This is an optimization exercise on Yosys and OpenROAD, whose aim is small area, not a production implementation.
Function was checked by simulation only, so behaviour that the tests miss may differ from the original.
Power is estimated from default activity; no workload was simulated.

<file path="config.mk">
export PLATFORM = sky130hd
export DESIGN_NAME = ftsm_core
export DESIGN_NICKNAME = ftsm_core
export VERILOG_FILES = /design/flow/design.v
export SDC_FILE = /design/flow/constraint.sdc
export NUM_CORES = 4
export LEC_CHECK = 0
export ABC_AREA = 1
export CAP_MARGIN = 20
export CORE_MARGIN = 2
export CORE_UTILIZATION = 40
export PLACE_DENSITY = 0.6
export SLEW_MARGIN = 20
</file>
<file path="constraint.sdc">
create_clock -name core_clock -period 45.0 [get_ports {clk}]
set_input_delay 9.0000 -clock core_clock [delete_from_list [all_inputs] [get_ports {clk}]]
set_output_delay 9.0000 -clock core_clock [all_outputs]
set_load 0.01 [all_outputs]
</file>
<file path="design.v">
module ftsm_core (
    input  wire        clk,
    input  wire        rst,         
    input  wire        op_valid,
    output wire        op_ready,
    input  wire [23:0] op_word,
    output wire        eff_valid,
    input  wire        eff_ready,
    output wire [3:0]  eff_kind,
    output wire [15:0] eff_arg,
    output wire        done,
    output wire [15:0] ret_data
);
    localparam [2:0] PH_IDLE = 3'd0, PH_EXT = 3'd1, PH_BEGIN = 3'd2,
                     PH_EDONE = 3'd3, PH_TXND = 3'd4, PH_COENT = 3'd5,
                     PH_DONE = 3'd6, PH_RST = 3'd7;
    localparam [3:0] O_SUBMIT = 4'd1, O_RREAD = 4'd2, O_CSTART = 4'd3,
                     O_CABORT = 4'd4, O_DTGET = 4'd5, O_DTCNT = 4'd6,
                     O_TXD = 4'd8, O_RXD = 4'd9, O_RXE = 4'd10,
                     O_EDGE = 4'd11, O_FETO = 4'd12, O_COTO = 4'd13,
                     O_BM = 4'd14;
    localparam [2:0] FE_IDLE = 3'd0, FE_WTD = 3'd1, FE_WTE = 3'd2,
                     FE_WRD = 3'd3, FE_WIFT = 3'd4, FE_WBFT = 3'd5;
    localparam [3:0] CO_IDLE = 4'd0, CO_FIND = 4'd1, CO_SEND_INIT = 4'd2,
                     CO_WAIT_INIT = 4'd3, CO_SEND_RAND = 4'd4,
                     CO_WAIT_RAND = 4'd5, CO_SA_H = 4'd6, CO_SA_M = 4'd7,
                     CO_SA_L = 4'd8, CO_COMPARE = 4'd9, CO_PROG = 4'd10,
                     CO_WITHDRAW = 4'd12, CO_TERMINATE = 4'd13,
                     CO_ERROR = 4'd14, CO_EXIT = 4'd15;
    localparam [1:0] CL_NONE = 2'd0, CL_MAYBE = 2'd1, CL_ILLEGAL = 2'd3;
    localparam [3:0] PM_NONE = 4'd0, PM_CLR = 4'd1, PM_WR = 4'd2,
                     PM_GET = 4'd3, PM_CNT = 4'd4, PM_FREE = 4'd5,
                     PM_COLL = 4'd6,
                     PM_INIT = 4'd8, PM_CMPA = 4'd9, PM_CMPN = 4'd10,
                     PM_SPEC = 4'd11, PM_WD = 4'd12, PM_SA = 4'd13;
    reg [2:0]  phase, slot;
    reg [3:0]  opc;
    reg [6:0]  ret;                
    reg        pf;                 
    reg        run;                
    reg        c1, c2, k1;         
    reg        dly;                
    reg        sb;                 
    reg [2:0]  fe_state;
    reg [15:0] fe_frame;
    reg [7:0]  fe_resp;
    reg        fe_repeated, fe_activity, fe_wrd_armed;
    reg [3:0]  fe_status;
    reg [1:0]  bm_count;
    reg        td_state, td_owner, td_cb;
    reg        res_valid;
    reg [3:0]  res_status;
    reg [7:0]  res_resp;
    reg [3:0]  co_state;
    reg        co_full, co_abort;
    reg [6:0]  co_index;
    reg [1:0]  sw_found;           
    reg        sw_special, sw_first, mm_eq;
    reg [2:0]  sdiff;              
    reg [23:0] cur, mx;            
    reg [31:0] dE1, dE0, dO1, dO0;  
    reg [4:0]  dpos, spos;
    wire       f        = ret[0];
    wire       bm_fault = (bm_count == 2'd3);
    function [2:0] classify;        
        input [15:0] frame;
        reg [7:0] a, d;
        reg direct, special, bcast, is_qry, is_cfg;
        begin
            a = frame[15:8];
            d = frame[7:0];
            direct  = (a[7] == 1'b0);
            special = ((a[7:5] == 3'b101) || (a[7:5] == 3'b110)) && a[0];
            bcast   = (a[7:1] == 7'b1111111);
            is_qry  = (d >= 8'h90) && (d <= 8'hDF);
            is_cfg  = ((d >= 8'h20) && (d <= 8'h81)) ||
                      ((d >= 8'hE0) && (d <= 8'hE3));
            if (!a[0])
                classify = 3'b000;
            else if (special) begin
                if (a == 8'hA9 || a == 8'hC7)
                    classify[2:1] = CL_MAYBE;
                else if (a == 8'hBB || a == 8'hB9)
                    classify[2:1] = 2'd2;
                else
                    classify[2:1] = CL_NONE;
                classify[0] = (a == 8'hA5) || (a == 8'hA7 && d == 8'h00);
            end else begin
                if (is_qry)
                    classify[2:1] = direct ? 2'd2 : CL_ILLEGAL;
                else
                    classify[2:1] = CL_NONE;
                classify[0] = is_cfg && (direct || bcast);
            end
        end
    endfunction
    wire [2:0] cls = classify(fe_frame);
    reg        e_stop, e_tx, e_rx, e_st, e_last;
    reg [1:0]  stop_k;             
    reg        rx_one, st_co;
    reg [7:0]  st_t;
    reg [1:0]  last_k;             
    reg [3:0]  pmode;
    reg [2:0]  n_phase;
    reg [6:0]  n_ret;
    reg [2:0]  n_fe_state;
    reg [15:0] n_fe_frame;
    reg [7:0]  n_fe_resp;
    reg        n_fe_repeated, n_fe_activity, n_fe_wrd_armed;
    reg [3:0]  n_fe_status;
    reg [1:0]  n_bm_count;
    reg        n_td_state, n_td_owner, n_td_cb;
    reg        n_res_valid;
    reg [3:0]  n_res_status;
    reg [7:0]  n_res_resp;
    reg [3:0]  n_co_state;
    reg        n_co_full, n_co_abort;
    reg [6:0]  n_co_index;
    reg [1:0]  n_sw_found, found_inc;
    reg        n_sw_special, n_sw_first, n_mm_eq;
    reg [2:0]  n_sdiff;
    reg        answered;
    task fin;
        input [3:0] s;
        begin
            n_fe_status = s;
            e_last = 1'b1;
            n_fe_state = FE_IDLE;
            n_phase = PH_EDONE;
        end
    endtask
    task co_enter;
        input [3:0] s;
        begin
            n_co_state = s;
            n_phase = PH_COENT;
        end
    endtask
    task submit;
        input [15:0] frame;
        input [3:0]  on_refuse;
        begin
            if (td_state)
                co_enter(on_refuse);
            else begin
                n_td_owner = 1'b1;
                n_td_cb = 1'b1;
                n_fe_resp = 8'd0;
                n_td_state = 1'b1;
                n_fe_frame = frame;
                n_phase = PH_BEGIN;
            end
        end
    endtask
    always @* begin
        e_stop = 1'b0; e_tx = 1'b0; e_rx = 1'b0; e_st = 1'b0; e_last = 1'b0;
        stop_k = 2'd0; rx_one = 1'b0; st_co = 1'b0; st_t = 8'd0; last_k = 2'd0;
        pmode = PM_NONE;
        n_phase = PH_DONE;
        n_ret = ret;
        n_fe_state = fe_state;       n_fe_frame = fe_frame;
        n_fe_resp = fe_resp;
        n_fe_repeated = fe_repeated; n_fe_activity = fe_activity;
        n_fe_wrd_armed = fe_wrd_armed;
        n_fe_status = fe_status;
        n_bm_count = bm_count;
        n_td_state = td_state;       n_td_owner = td_owner;
        n_td_cb = td_cb;
        n_res_valid = res_valid;     n_res_status = res_status;
        n_res_resp = res_resp;
        n_co_state = co_state;       n_co_full = co_full;
        n_co_abort = co_abort;       n_co_index = co_index;
        n_sw_found = sw_found;       n_sw_special = sw_special;
        n_sw_first = sw_first;       n_mm_eq = mm_eq;
        n_sdiff = sdiff;
        answered = 1'b0;
        found_inc = sw_found;
        case (phase)
        PH_RST: begin
            pmode = PM_CLR;
            n_phase = PH_IDLE;
        end
        PH_EXT: begin
            n_ret = 7'd0;
            case (opc)
            O_SUBMIT: begin
                if (!td_state) begin
                    n_td_owner = 1'b0;
                    n_td_cb = f;
                    n_fe_resp = 8'd0;
                    n_td_state = 1'b1;
                    n_phase = PH_BEGIN;
                    n_ret = 7'd1;
                end
            end
            O_CSTART: begin
                if (co_state == CO_IDLE) begin
                    n_co_full = f;
                    n_co_abort = 1'b0;
                    n_co_index = 7'd0;
                    if (f) begin
                        pmode = PM_CLR;
                        co_enter(CO_SEND_INIT);
                    end else
                        co_enter(CO_FIND);
                    n_ret = 7'd1;
                end
            end
            O_CABORT: begin
                if (co_state == CO_WAIT_RAND) begin
                    e_stop = 1'b1; stop_k = 2'd2;
                    co_enter(CO_TERMINATE);
                    n_ret = 7'd1;
                end else if (co_state != CO_IDLE && co_state != CO_TERMINATE) begin
                    n_co_abort = 1'b1;
                    n_ret = 7'd1;
                end
            end
            O_DTGET: begin
                pmode = PM_GET;
                n_ret = ret;
            end
            O_DTCNT: begin
                pmode = PM_CNT;
                n_ret = ret;
            end
            O_TXD: begin
                if (fe_state == FE_WTD) begin
                    e_st = 1'b1; st_t = 8'd22;
                    e_last = 1'b1;
                    n_fe_state = FE_WTE;
                end
            end
            O_RXD: begin
                if (fe_state == FE_WTE) begin
                    e_stop = 1'b1; stop_k = 2'd1;
                    if (!pf)
                        fin(4'd5);
                    else if (cls[2:1] == CL_NONE) begin
                        n_fe_status = 4'd0;
                        e_st = 1'b1; st_t = 8'd12;
                        e_last = 1'b1;
                        n_fe_state = FE_WIFT;
                    end else begin
                        n_fe_activity = 1'b0;
                        e_rx = 1'b1; rx_one = 1'b1;
                        e_st = 1'b1; st_t = 8'd16;
                        e_last = 1'b1;
                        n_fe_state = FE_WRD;
                        n_fe_wrd_armed = 1'b1;
                    end
                end else if (fe_state == FE_WRD) begin
                    e_stop = fe_wrd_armed; stop_k = 2'd1;
                    n_fe_status = 4'd1;
                    e_st = 1'b1; st_t = 8'd9;
                    e_last = 1'b1;
                    n_fe_state = FE_WBFT;
                end
            end
            O_RXE: begin
                if (fe_state == FE_WTD)
                    fin(4'd4);
                else if (fe_state == FE_WTE) begin
                    e_stop = 1'b1; stop_k = 2'd1;
                    fin(4'd4);
                end else if (fe_state == FE_WRD) begin
                    e_stop = fe_wrd_armed; stop_k = 2'd1;
                    n_fe_status = fe_activity ? 4'd7 : 4'd6;
                    e_st = 1'b1; st_t = 8'd12;
                    e_last = 1'b1;
                    n_fe_state = FE_WIFT;
                end
            end
            O_EDGE: begin
                if (fe_state == FE_WRD)
                    n_fe_activity = 1'b1;
            end
            O_FETO: begin
                case (fe_state)
                FE_WTE: begin
                    e_stop = 1'b1; stop_k = 2'd0;
                    fin(4'd3);
                end
                FE_WRD: begin
                    if (fe_wrd_armed) begin
                        n_fe_wrd_armed = 1'b0;
                        if (!fe_activity) begin
                            e_stop = 1'b1; stop_k = 2'd0;
                            fin(cls[2:1] == CL_MAYBE ? 4'd2 : 4'd6);
                        end
                    end
                end
                FE_WIFT: begin
                    if (cls[0] && !fe_repeated) begin
                        n_fe_repeated = 1'b1;
                        e_tx = 1'b1; e_rx = 1'b1;
                        e_last = 1'b1;
                        n_fe_state = FE_WTD;
                    end else
                        fin(fe_status);
                end
                FE_WBFT:
                    fin(fe_status);
                default: ;
                endcase
            end
            O_COTO: begin
                if (co_state == CO_WAIT_RAND)
                    co_enter(CO_SA_H);
            end
            O_BM: begin
                if (f)
                    n_bm_count = bm_fault ? 2'd3 : bm_count + 2'd1;
                else
                    n_bm_count = 2'd0;
            end
            default: ;
            endcase
        end
        PH_BEGIN: begin
            n_fe_status = 4'd0;
            n_fe_repeated = 1'b0;
            n_fe_activity = 1'b0;
            if (bm_fault)
                fin(4'd9);
            else if (cls[2:1] == CL_ILLEGAL)
                fin(4'd8);
            else begin
                e_tx = 1'b1; e_rx = 1'b1;
                e_last = 1'b1;
                n_fe_state = FE_WTD;
            end
        end
        PH_EDONE: begin
            n_td_state = 1'b0;
            if (td_owner)
                n_phase = PH_TXND;
            else if (td_cb) begin
                e_last = 1'b1; last_k = 2'd1;
            end else begin
                n_res_status = fe_status;
                n_res_resp = fe_resp;
                n_res_valid = 1'b1;
            end
        end
        PH_TXND: begin
            if (co_abort && co_state != CO_TERMINATE)
                co_enter(CO_TERMINATE);
            else begin
                case (co_state)
                CO_FIND: begin
                    if (fe_status == 4'd1 || fe_status == 4'd7) begin
                        pmode = PM_WR;
                        if (co_index[5:0] != 6'd63) begin
                            n_co_index = co_index + 7'd1;
                            co_enter(CO_FIND);
                        end else begin
                            n_co_index = 7'd0;
                            co_enter(CO_SEND_INIT);
                        end
                    end else
                        co_enter(CO_ERROR);
                end
                CO_WAIT_INIT: begin
                    if (fe_status != 4'd0)
                        co_enter(CO_ERROR);
                    else if (co_full)
                        co_enter(CO_SEND_RAND);
                    else begin
                        n_co_index = co_index + 7'd1;
                        co_enter(CO_SEND_INIT);
                    end
                end
                CO_SEND_RAND: begin
                    if (fe_status != 4'd0) co_enter(CO_ERROR);
                    else                   co_enter(CO_WAIT_RAND);
                end
                CO_SA_H: begin
                    if (fe_status != 4'd0) co_enter(CO_ERROR);
                    else                   co_enter(CO_SA_M);
                end
                CO_SA_M: begin
                    if (fe_status != 4'd0) co_enter(CO_ERROR);
                    else                   co_enter(CO_SA_L);
                end
                CO_SA_L: begin
                    if (fe_status != 4'd0) co_enter(CO_ERROR);
                    else                   co_enter(CO_COMPARE);
                end
                CO_COMPARE: begin
                    answered = (fe_status == 4'd1) || (fe_status == 4'd7);
                    if (!answered && fe_status != 4'd2)
                        co_enter(CO_ERROR);
                    else begin
                        if (answered && sw_found != 2'd2)
                            found_inc = sw_found + 2'd1;
                        n_sw_found = found_inc;
                        if (mm_eq) begin
                            if (sw_first && found_inc == 2'd0 && !sw_special) begin
                                pmode = PM_SPEC;
                                n_sw_special = 1'b1;
                                n_mm_eq = pf;
                                co_enter(CO_SA_H);
                            end else if (found_inc == 2'd1)
                                co_enter(CO_PROG);
                            else
                                co_enter(CO_TERMINATE);
                        end else begin
                            pmode = answered ? PM_CMPA : PM_CMPN;
                            n_mm_eq = pf;
                            n_sw_found = 2'd0;
                            co_enter(CO_SA_H);
                        end
                    end
                end
                CO_PROG: begin
                    if (fe_status != 4'd0) co_enter(CO_ERROR);
                    else                   co_enter(CO_WITHDRAW);
                end
                CO_WITHDRAW: begin
                    if (fe_status != 4'd0)
                        co_enter(CO_ERROR);
                    else begin
                        pmode = PM_WD;
                        n_mm_eq = pf;
                        n_sw_found = 2'd0;
                        n_sw_special = 1'b0;
                        n_sw_first = 1'b0;
                        co_enter(CO_SA_H);
                    end
                end
                CO_TERMINATE: co_enter(CO_EXIT);
                default: ;
                endcase
            end
        end
        PH_COENT: begin
            case (co_state)
            CO_FIND:
                submit({1'b0, co_index[5:0], 1'b1, 8'h90}, CO_ERROR);
            CO_SEND_INIT: begin
                if (co_full) begin
                    n_co_state = CO_WAIT_INIT;
                    submit(16'hA500, CO_ERROR);
                end else begin
                    pmode = PM_COLL;
                    if (!pf)
                        co_enter(CO_SEND_RAND);
                    else begin
                        n_co_state = CO_WAIT_INIT;
                        submit({8'hA5, 1'b0, co_index[5:0], 1'b1}, CO_ERROR);
                    end
                end
            end
            CO_SEND_RAND: begin
                pmode = PM_INIT;
                n_mm_eq = 1'b0;
                n_sw_found = 2'd0;
                n_sw_special = 1'b0;
                n_sw_first = 1'b1;
                submit(16'hA700, CO_ERROR);
            end
            CO_WAIT_RAND: begin
                e_st = 1'b1; st_co = 1'b1; st_t = 8'd100;
            end
            CO_SA_H, CO_SA_M, CO_SA_L: begin
                if (sdiff[{co_state[1] & ~co_state[0], co_state[0]}]) begin
                    if (!td_state) pmode = PM_SA;
                    submit({co_state == CO_SA_H ? 8'hB1 :
                            co_state == CO_SA_M ? 8'hB3 : 8'hB5, fe_frame[7:0]},
                           CO_ERROR);
                end else
                    co_enter(co_state + 4'd1);
            end
            CO_COMPARE: begin
                n_sdiff = 3'b000;
                submit(16'hA900, CO_ERROR);
            end
            CO_PROG: begin
                pmode = PM_FREE;
                if (!pf)
                    co_enter(CO_TERMINATE);
                else
                    submit({8'hB7, 1'b0, co_index[5:0], 1'b1}, CO_ERROR);
            end
            CO_WITHDRAW:
                submit(16'hAB00, CO_ERROR);
            CO_TERMINATE: begin
                n_co_abort = 1'b0;
                submit(16'hA100, CO_EXIT);
            end
            CO_ERROR:
                co_enter(CO_EXIT);
            CO_EXIT: begin
                e_last = 1'b1; last_k = 2'd2;
                n_co_state = CO_IDLE;
            end
            default: ;
            endcase
        end
        default: ;
        endcase
    end
    reg        cur_en;
    reg [3:0]  k_out;
    reg [15:0] a_out;
    always @* begin
        cur_en = 1'b0;
        k_out = 4'd8;
        a_out = 16'd0;
        case (slot)
        3'd0: begin
            cur_en = e_stop;
            k_out = {1'b0, stop_k[1] | stop_k[0], ~stop_k[0], 1'b1};
        end
        3'd1: begin
            cur_en = e_tx;
            k_out = 4'd1;
            a_out = fe_frame;
        end
        3'd2: begin
            cur_en = e_rx;
            k_out = 4'd2;
            a_out = {14'd0, ~rx_one, rx_one};
        end
        3'd3: begin
            cur_en = e_st;
            k_out = {2'b01, st_co, 1'b0};
            a_out = {8'd0, st_t};
        end
        3'd4: begin
            cur_en = e_last;
            k_out = {2'b10, last_k[1], last_k[0]};
            a_out = last_k == 2'd0 ? {9'd0, fe_state, n_fe_status} :
                    last_k == 2'd1 ? {4'd0, fe_status, fe_resp} : 16'd0;
        end
        default: ;
        endcase
    end
    assign eff_valid = cur_en;
    assign eff_kind  = k_out;
    assign eff_arg   = a_out;
    assign op_ready  = (phase == PH_IDLE);
    assign done      = (phase == PH_DONE);
    assign ret_data  = (opc == O_RREAD) ? {3'd0, res_valid, res_status, res_resp}
                                        : {9'd0, ret};
    wire       is_sw   = pmode[3];
    wire       is_dt   = !pmode[3] && (pmode != PM_NONE);
    wire       single  = (pmode == PM_WR) || (pmode == PM_GET) || (pmode == PM_SA);
    wire [4:0] dstart  = (pmode == PM_GET) ? ret[5:1] :
                         (pmode == PM_WR || pmode == PM_COLL) ? co_index[5:1] : 5'd0;
    wire [1:0] sabyte  = {co_state[1] & ~co_state[0], co_state[0]};      
    wire [4:0] sstart  = (pmode == PM_SA) ? {sabyte, 3'd0} : 5'd0;
    wire       in_pass = (slot == 3'd5) && (pmode != PM_NONE);
    wire       step    = in_pass && (run || (is_dt ? (dpos == dstart) : (spos == sstart)));
    wire       last    = step && (single || (is_dt ? (dpos == 5'd31) : (spos == 5'd23)));
    wire       step_dt = step && is_dt;
    wire       step_sw = step && is_sw;
    wire [1:0] ev = {dE1[0], dE0[0]};
    wire [1:0] ov = {dO1[0], dO0[0]};
    wire [1:0] wv = (fe_status == 4'd1) ? 2'd1 : 2'd2;
    reg [1:0]  ne, no;
    reg        cur_in, mx_in, mnv, mxc;
    reg        p_pf, p_c1, p_c2, p_k1, p_sb;
    reg [2:0]  s3;
    reg        d_e, u1, nm1;
    reg [6:0]  p_ret, p_ci;
    reg [2:0]  p_sdiff;
    reg        pf_e, c1_e, c2_e;
    reg        x0, x1, y1, cn, sum1, inc;
    reg        qe, qo;
    always @* begin
        ne = ev; no = ov;
        cur_in = cur[0]; mx_in = mx[0];
        pf_e = run ? pf : is_sw;
        c1_e = run ? c1 : (pmode == PM_CMPA) ? sb : (pmode == PM_CMPN || pmode == PM_SPEC);
        c2_e = run ? c2 : (pmode == PM_CMPN);
        p_pf = pf_e; p_c1 = c1; p_c2 = c2; p_k1 = k1; p_sb = sb;
        p_ret = ret; p_ci = co_index;
        p_sdiff = sdiff;
        qe = 1'b0; qo = 1'b0;
        x0 = (pmode == PM_CMPN) ? mx[0] : 1'b1;
        x1 = (spos == 5'd23) ? 1'b0 : (pmode == PM_CMPN) ? mx[1] : 1'b1;
        y1 = (spos == 5'd23) ? 1'b0 : cur[1];
        cn = (x0 & cur[0]) | (x0 & c2_e) | (cur[0] & c2_e);
        sum1 = x1 ^ y1 ^ cn;
        inc = cur[0] ^ c1_e;
        d_e = run ? dly : 1'b0;
        s3 = {2'b00, cur[0]} + {2'b00, d_e} + {2'b00, ~mx[0]} +
             (run ? {1'b0, k1, c2} : {1'b0, sb, ~sb});
        nm1 = (spos == 5'd23) ? 1'b1 : ~mx[1];
        u1 = y1 ^ cur[0] ^ nm1 ^ s3[1];
        if (step_dt) begin
            case (pmode)
            PM_CLR: begin ne = 2'd0; no = 2'd0; end
            PM_WR: begin
                if (co_index[0]) no = wv;
                else             ne = wv;
            end
            PM_GET: p_ret = {5'd0, ret[0] ? ov : ev};
            PM_CNT: p_ret = (run ? ret : 7'd0) + {6'd0, ev == 2'd1} + {6'd0, ov == 2'd1};
            PM_FREE: begin
                if (!pf_e) begin
                    if (ev == 2'd0) begin
                        ne = 2'd1; p_ci = {1'b0, dpos, 1'b0}; p_pf = 1'b1;
                    end else if (ov == 2'd0) begin
                        no = 2'd1; p_ci = {1'b0, dpos, 1'b1}; p_pf = 1'b1;
                    end
                end
            end
            PM_COLL: begin
                qe = (ev == 2'd2) && (run || !co_index[0]) && !co_index[6];
                qo = (ov == 2'd2) && !co_index[6];
                if (!pf_e) begin
                    if (qe) begin
                        p_ci = {1'b0, dpos, 1'b0}; p_pf = 1'b1;
                    end else if (qo) begin
                        p_ci = {1'b0, dpos, 1'b1}; p_pf = 1'b1;
                    end
                end
            end
            default: ;
            endcase
        end
        if (step_sw && pmode != PM_SA) begin
            mnv = mx[0]; mxc = mx[0];
            case (pmode)
            PM_INIT: begin
                cur_in = (spos != 5'd23); mx_in = 1'b1;
                mnv = 1'b0; mxc = 1'b1;
                p_sb = 1'b1;
            end
            PM_CMPA: begin
                mx_in = cur[0]; cur_in = u1;
                mnv = inc;                       
                if (!run) p_sb = cur[0] ^ mx[0] ^ sb;
            end
            PM_CMPN: begin
                cur_in = sum1;
                mnv = inc;
                if (!run) p_sb = ~(cur[0] ^ mx[0]);
            end
            PM_SPEC:
                cur_in = inc;
            default: begin      
                mx_in = 1'b1; cur_in = sum1;
                mnv = cur[0]; mxc = 1'b1;
                if (!run) p_sb = ~cur[0];
            end
            endcase
            p_c1 = c1_e & cur[0];
            p_c2 = (pmode == PM_CMPA) ? s3[1] : cn;
            p_k1 = s3[2];
            p_pf = pf_e & ~(mnv ^ mxc);
            if (!run)
                p_sdiff = 3'b000;
            if (pmode == PM_INIT)
                p_sdiff = 3'b111;
            else if (cur_in ^ cur[0])
                p_sdiff[spos[4:3]] = 1'b1;
        end
    end
    always @(posedge clk) begin
        dE1 <= {ne[1], dE1[31:1]};
        dE0 <= {ne[0], dE0[31:1]};
        dO1 <= {no[1], dO1[31:1]};
        dO0 <= {no[0], dO0[31:1]};
        cur <= {cur_in, cur[23:1]};
        dly <= cur[0];
        mx  <= {mx_in, mx[23:1]};
    end
    wire commit = (slot == 3'd6) || (slot == 3'd5 && pmode == PM_NONE);
    always @(posedge clk) begin
        if (rst) begin
            dpos <= 5'd0;
            spos <= 5'd0;
        end else begin
            dpos <= dpos + 5'd1;
            spos <= (spos == 5'd23) ? 5'd0 : spos + 5'd1;
        end
    end
    always @(posedge clk) begin
        if (rst) begin
            phase <= PH_RST;
            slot <= 3'd5;
            run <= 1'b0;
            fe_state <= FE_IDLE;
            bm_count <= 2'd0;
            td_state <= 1'b0;
            res_valid <= 1'b0;
            co_state <= CO_IDLE;
        end else begin
            case (phase)
            PH_IDLE: begin
                if (op_valid) begin
                    phase <= PH_EXT;
                    slot <= 3'd0;
                    opc <= (op_word[23] == 1'b0 && op_word[18:17] == 2'b00) ?
                           op_word[22:19] : 4'd0;
                    ret <= (op_word[23:17] == {1'b0, O_DTGET, 2'b00}) ?
                           {1'b0, op_word[5:0]} : {6'd0, op_word[16]};
                    pf <= (op_word[15:0] == fe_frame);
                    if (op_word[23:17] == {1'b0, O_SUBMIT, 2'b00} && !td_state)
                        fe_frame <= op_word[15:0];
                    if (op_word[23:17] == {1'b0, O_RXD, 2'b00} && fe_state == FE_WRD)
                        fe_resp <= op_word[7:0];
                end
            end
            PH_DONE: begin
                phase <= PH_IDLE;
                if (opc == O_RREAD)
                    res_valid <= 1'b0;
            end
            default: begin
                if (slot[2:1] != 2'b11 && slot != 3'd5) begin
                    if (!cur_en || eff_ready)
                        slot <= slot + 3'd1;
                end else if (commit) begin
                    slot <= 3'd0;
                    phase <= n_phase;
                    ret <= n_ret;
                    fe_state <= n_fe_state;       fe_frame <= n_fe_frame;
                    fe_resp <= n_fe_resp;
                    fe_repeated <= n_fe_repeated; fe_activity <= n_fe_activity;
                    fe_wrd_armed <= n_fe_wrd_armed;
                    fe_status <= n_fe_status;
                    bm_count <= n_bm_count;
                    td_state <= n_td_state;       td_owner <= n_td_owner;
                    td_cb <= n_td_cb;
                    res_valid <= n_res_valid;     res_status <= n_res_status;
                    res_resp <= n_res_resp;
                    co_state <= n_co_state;       co_full <= n_co_full;
                    co_abort <= n_co_abort;       co_index <= n_co_index;
                    sw_found <= n_sw_found;       sw_special <= n_sw_special;
                    sw_first <= n_sw_first;       mm_eq <= n_mm_eq;
                    sdiff <= n_sdiff;
                end else if (step) begin
                    run <= !last;
                    if (last) slot <= 3'd6;
                    pf <= p_pf;
                    c1 <= p_c1;
                    c2 <= p_c2;
                    k1 <= p_k1;
                    sb <= p_sb;
                    ret <= p_ret;
                    co_index <= p_ci;
                    sdiff <= p_sdiff;
                    if (pmode == PM_SA)
                        fe_frame[7:0] <= cur[7:0];
                end
            end
            endcase
        end
    end
endmodule
</file>
<file path="flow/run.sh">
#!/bin/bash
# Standard ORFS layout (the standard.sh), with:
#  1. the standard synthesis, unchanged, then its combinational logic
#     re-mapped by ABC with a stronger area script (reopt.ys); every
#     flip-flop instance, its cell type and its nets are kept as they are;
#  2. port buffers of the smallest buffer cell (buf_1), one per port as before;
#  3. CTS with clkbuf_16 only, sink clusters of up to 30, a clkbuf_8 root and no dummy loads.
# Each tool's output goes to a log of its own in this folder.
set -euo pipefail
here=$(pwd)
res=$here/orfs/results/$FLOW_PLATFORM/ftsm_core/base
export BUFFER_PORTS_ARGS="-buffer_cell sky130_fd_sc_hd__buf_1"
export CTS_ARGS="-sink_clustering_enable -repair_clock_nets -dont_use_dummy_load -root_buf sky130_fd_sc_hd__clkbuf_8 -buf_list {sky130_fd_sc_hd__clkbuf_16} -sink_clustering_size 30 -sink_clustering_max_diameter 90"

# 1. standard synthesis up to the Yosys netlist
bash standard.sh "$res/1_2_yosys.v" > make_synth.log 2>&1
cp "$res/1_2_yosys.v" "$here/std_1_2_yosys.v"

# re-map the combinational logic
lib=$FLOW_HOME/platforms/$FLOW_PLATFORM/lib/sky130_fd_sc_hd__tt_025C_1v80.lib
dontuse=""
for c in $(cat flow/dont_use.txt); do dontuse="$dontuse -dont_use $c"; done
sed -e "s#@LIB@#$lib#g" -e "s#@DONTUSE@#$dontuse#g" -e "s#@IN@#$here/std_1_2_yosys.v#g" \
    -e "s#@OUT@#$here/reopt_1_2_yosys.v#g" -e "s#@SCRIPT@#$here/flow/area.abc#g" \
    flow/reopt.ys > reopt.ys
${YOSYS_EXE:-yosys} -s reopt.ys > reopt.log 2>&1
cp "$here/reopt_1_2_yosys.v" "$res/1_2_yosys.v"
touch "$res/1_2_yosys.v"

# 2./3. the rest of the standard layout
bash standard.sh > make_layout.log 2>&1
</file>
<file path="flow/area.abc">
strash
&get -n
&deepsyn -T 90
&put
dch -f
amap
strash
&get -n
&deepsyn -T 90
&put
dch -f
amap
topo
dnsize -c
</file>
<file path="flow/dont_use.txt">
sky130_fd_sc_hd__probe_p_8 sky130_fd_sc_hd__probec_p_8 sky130_fd_sc_hd__lpflow_bleeder_1 sky130_fd_sc_hd__lpflow_clkbufkapwr_1 sky130_fd_sc_hd__lpflow_clkbufkapwr_16 sky130_fd_sc_hd__lpflow_clkbufkapwr_2 sky130_fd_sc_hd__lpflow_clkbufkapwr_4 sky130_fd_sc_hd__lpflow_clkbufkapwr_8 sky130_fd_sc_hd__lpflow_clkinvkapwr_1 sky130_fd_sc_hd__lpflow_clkinvkapwr_16 sky130_fd_sc_hd__lpflow_clkinvkapwr_2 sky130_fd_sc_hd__lpflow_clkinvkapwr_4 sky130_fd_sc_hd__lpflow_clkinvkapwr_8 sky130_fd_sc_hd__lpflow_decapkapwr_12 sky130_fd_sc_hd__lpflow_decapkapwr_3 sky130_fd_sc_hd__lpflow_decapkapwr_4 sky130_fd_sc_hd__lpflow_decapkapwr_6 sky130_fd_sc_hd__lpflow_decapkapwr_8 sky130_fd_sc_hd__lpflow_inputiso0n_1 sky130_fd_sc_hd__lpflow_inputiso0p_1 sky130_fd_sc_hd__lpflow_inputiso1n_1 sky130_fd_sc_hd__lpflow_inputiso1p_1 sky130_fd_sc_hd__lpflow_inputisolatch_1 sky130_fd_sc_hd__lpflow_isobufsrc_1 sky130_fd_sc_hd__lpflow_isobufsrc_16 sky130_fd_sc_hd__lpflow_isobufsrc_2 sky130_fd_sc_hd__lpflow_isobufsrc_4 sky130_fd_sc_hd__lpflow_isobufsrc_8 sky130_fd_sc_hd__lpflow_isobufsrckapwr_16 sky130_fd_sc_hd__lpflow_lsbuf_lh_hl_isowell_tap_1 sky130_fd_sc_hd__lpflow_lsbuf_lh_hl_isowell_tap_2 sky130_fd_sc_hd__lpflow_lsbuf_lh_hl_isowell_tap_4 sky130_fd_sc_hd__lpflow_lsbuf_lh_isowell_4 sky130_fd_sc_hd__lpflow_lsbuf_lh_isowell_tap_1 sky130_fd_sc_hd__lpflow_lsbuf_lh_isowell_tap_2 sky130_fd_sc_hd__lpflow_lsbuf_lh_isowell_tap_4
</file>
<file path="flow/reopt.ys">
read_liberty -ignore_miss_func @LIB@
blackbox sky130_fd_sc_hd__*df* sky130_fd_sc_hd__*dl* sky130_fd_sc_hd__conb_1
read_verilog @IN@
hierarchy -check -top ftsm_core
flatten
rename -hide w:*.*
opt -purge
tee -o reopt_before.stat stat -liberty @LIB@
abc -script @SCRIPT@ -liberty @LIB@ @DONTUSE@
opt_clean -purge
hilomap -singleton -hicell sky130_fd_sc_hd__conb_1 HI -locell sky130_fd_sc_hd__conb_1 LO
insbuf -buf sky130_fd_sc_hd__buf_4 A X
opt_clean -purge
tee -o reopt_after.stat stat -liberty @LIB@
check
write_verilog -noattr -nohex -nodec @OUT@
</file>
<file path="standard.sh">
#!/bin/bash
# synth_recipe.tcl (not shown) runs the flow's synth.tcl, then flattens the netlist and writes it again
# the make line also repeats each setting of config.mk as NAME=value (left out here)
make -C /OpenROAD-flow-scripts/flow DESIGN_CONFIG=/design/flow/config.mk WORK_HOME=/design/flow/orfs CLKGATE_MAP_FILE= SYNTH_SCRIPT=/design/flow/synth_recipe.tcl "${@:-finish}"
</file>
==> run notes <==
[layer usage]
metal | part of all wire (%) | GRT usage [%] | vias up
li1 | - | - | 4101
met1 | 43 | 31.35 | 4185
met2 | 45 | 37.91 | 417
met3 | 7.8 | 3.779 | 82
met4 | 3.9 | 8.208 | 0
met5 | 0 | 0 | -
[state kept, by name, summed over array words and instances, names as in the netlist, 16 cells and up]
signal    flops
dE0          32
cur          24
dE1          32
fe_frame     16
mx           24
dO0          32
dO1          32
[metrics by stage]
stage / instance area (µm²) / hold slack, ns / setup slack, ns / util, % / cells
after CTS: 11600 / 0.3146 / 31.75 / 44.63 / 1529
after floorplan: 10570 / 0.3096 / 33.37 / - / 1112
final: 11610 / 0.3100 / 31.62 / 44.70 / 1529
after detailed placement: 11280 / 0.3121 / 32.29 / 43.41 / 1515
after global routing: 11610 / 0.3168 / 31.28 / 44.70 / 1529
after global placement: 11280 / 0.3108 / 32.40 / 43.41 / 1515
[power by group]
part | internal, mW | leakage [nW] | switching, mW
Sequential | 0.297 | 2.37 | 0.0164
Clock | 0.0500 | 0.157 | 0.0744
Combinational | 0.0361 | 1.48 | 0.0897
Total | 0.383 | 4.00 | 0.181
[critical path, cell delays in order, from the launching register on]
cell and delay (ns):
edfxtp_1 0.43, clkinv_1 0.15, nor2_1 0.20, nand3_1 0.14, nor2_1 0.10, a31oi_1 0.05
nor4_1 0.60, nor3_1 0.18, nor4_1 0.40, nor2_1 0.11, o21ai_0 0.39, clkinv_1 0.20
a221oi_1 0.46, o221ai_1 0.22, buf_1 0.17
[final cells by class]
cell class | count | area [µm²] | area share, %
inverter | 147 | 551.8 | 4.751
multi-input combinational | 678 | 3577 | 30.80
tap | 335 | 419.2 | 3.609
timing repair buffer | 72 | 304.0 | 2.618
sequential | 283 | 6446 | 55.50
clock buffer | 14 | 316.6 | 2.725
[worst max path at each step]
| stage | start | end | slack (ns) | depth (start not counted) |
|---|---|---|---|---|
| 2_1_floorplan | fe_frame[13]$_DFFE_PP_ | eff_arg[1] | 33.37 | 13 |
| 3_3_place_gp | rst | res_resp[0]$_DFFE_PP_ | 32.40 | 7 |
| 3_5_place_dp | rst | res_resp[0]$_DFFE_PP_ | 32.29 | 7 |
| 4_1_cts | fe_frame[13]$_DFFE_PP_ | eff_arg[1] | 31.75 | 14 |
| 5_1_grt | fe_frame[13]$_DFFE_PP_ | eff_arg[1] | 31.28 | 14 |
| 6_report | fe_frame[13]$_DFFE_PP_ | eff_arg[1] | 31.62 | 14 |
[cells in the final DEF, fill, tap and decap left out, types with 16 or more instances in the layout]
cell,n
edfxtp_1,78
nand3_1,16
o21ai_0,68
buf_1,63
a211oi_1,17
nand2_1,80
a21oi_1,49
nor2_1,196
nor3_1,42
o22ai_1,40
dfxtp_1,205
clkinv_1,147
==> flow_metrics.py <==
metrics = {
    "clock_tree": {
        "post-cts-setup-buffers": 0,
        "ctsResizeCount": 0,
        "cts_made_buffers": 14,
        "cts_tree": "built",
        "clock_latency_ns": 0.56,
        "htree_levels": 1,
        "path_clk_slew_ns": 0.11,
        "cts-root-buf": "clkbuf_8",
        "hold_buffers": 0,
        "numClockSinks": 283,
        "clk_path_buf_depth": 3,
    },
    "grt": {
        "grt-ovfl-total": 0,
        "antenna_found_initial": 0,
        "grt_max_degree": 31,
        "grt_pass1_wl_um": 49910,
        "grt_pass1_vias": 8308,
        "grt.total_usage_pct": 23.21,
    },
    "placement": {
        "port_buffers": 63,
        "finalWeightedCongestion": 0.9831,
        "dpl.hpwl_um": 25240,
    },
    "synthesis": {
        "netlist_area_um2": 10560,
        "postSynthAreaPerCell_um2": 9.516,
        "syn_inst": 1110,
        "ys_warn_count": 1,
    },
    "floorplanning": {
        "fp.coreArea_um2": 25980,
        "initial_core_util_pct": 40.65,
        "io_pins": 67,
        "row_count": 59,
        "die_w_um": 166.5,
        "die_area_um2": 27720,
        "die_h_um": 166.5,
    },
    "min_path": {
        "holdPathStages": 0,
        "holdPathEnd": "cur[19]$_DFF_P_",
        "hp-class": "reg -> reg",
        "hold_start": "cur[20]$_DFF_P_",
    },
    "timing": {
        "worst_slew_pin_slew_ns": 1.023,
        "rsz0062_at_grt": "false",
        "final-max-slew-violation-count": 0,
        "fin_tns_setup_ns": 0,
        "setup_viol": 0,
        "fin_crit_sh_pct": 29.72,
        "max_freq_mhz": 74.76,
        "report.final.hold_viol_count": 0,
        "period_needed_ns": 13.38,
        "fin_skew_ns": 0.05537,
        "slew_headroom_pct": 30.95,
    },
    "route": {
        "viasPerCell": 5.746,
        "ant_nets": 0,
        "vias": 8785,
        "drc": 0,
        "wl_um": 32720,
        "drt_first_pass_iters": 6,
        "wire_per_inst_um": 21.40,
        "first_iter_violations": 855,
    },
    "cells_and_area": {
        "area.growth.synth_to_final_pct": 9.962,
        "layout.nets": 1224,
        "layout-drive-gt1-share_pct": 2.094,
        "num-fill-cells": 2577,
        "diodes": 0,
    },
    "flow_run": {
        "cap_violations": 0,
    },
    "setup_path": {
        "r2r_end": "res_status[2]$_DFFE_PP_",
        "worstSetupPathType": "reg -> out",
        "required_ns": 36.00,
        "cp_max_fo": 4,
        "worstSetupEndpointType": "primary output",
        "r2r-start": "fe_status[0]$_DFFE_PP_",
        "start_kind": "flop",
        "cp.arrival_ns": 4.38,
        "rr_worst_depth": 25,
        "r2r_slack_ns": 36.31,
    },
    "pwr": {
        "totalPowerFinal_mw": 0.5632,
        "vdd_ir_drop_max_mv": 0.04066,
        "p_leak_nw": 4.004,
        "cellPowerDensity_nw_per_um2": 48.49,
    },
    "status": {
        "status": "no timing/DRC/antenna violations",
    },
}

re-timing with driven ports:
Ports are ideal in the flow. The routed layout listed here was re-timed in OpenROAD.
Step 1 (the two cells are an assumption about what drives the block):
set clk [get_ports {clk}]
set_driving_cell -lib_cell sky130_fd_sc_hd__clkbuf_16 $clk
set_driving_cell -lib_cell sky130_fd_sc_hd__buf_2 [delete_from_list [all_inputs] $clk]
Step 2, shift: input delay + t, output delay - t, t = (earliest + latest rising clock arrival at the registers) / 2. This alone moves slack from input paths to output paths.
Three values: ideal, step 1, step 2; two values: the first two.
shift t [ns]: 0.578
setup slack, ns: 31.625 / 31.581 / 32.159
worst setup path after step 2: register to output
clock arrival spread, ns: 0.055 / 0.056
slew at the worst register clock pin (ns): 0.11 / 0.11
After both steps this run still meets setup and hold. For this run, drivers alone change the setup slack by -0.044 ns; drivers and shift together by +0.534 ns.
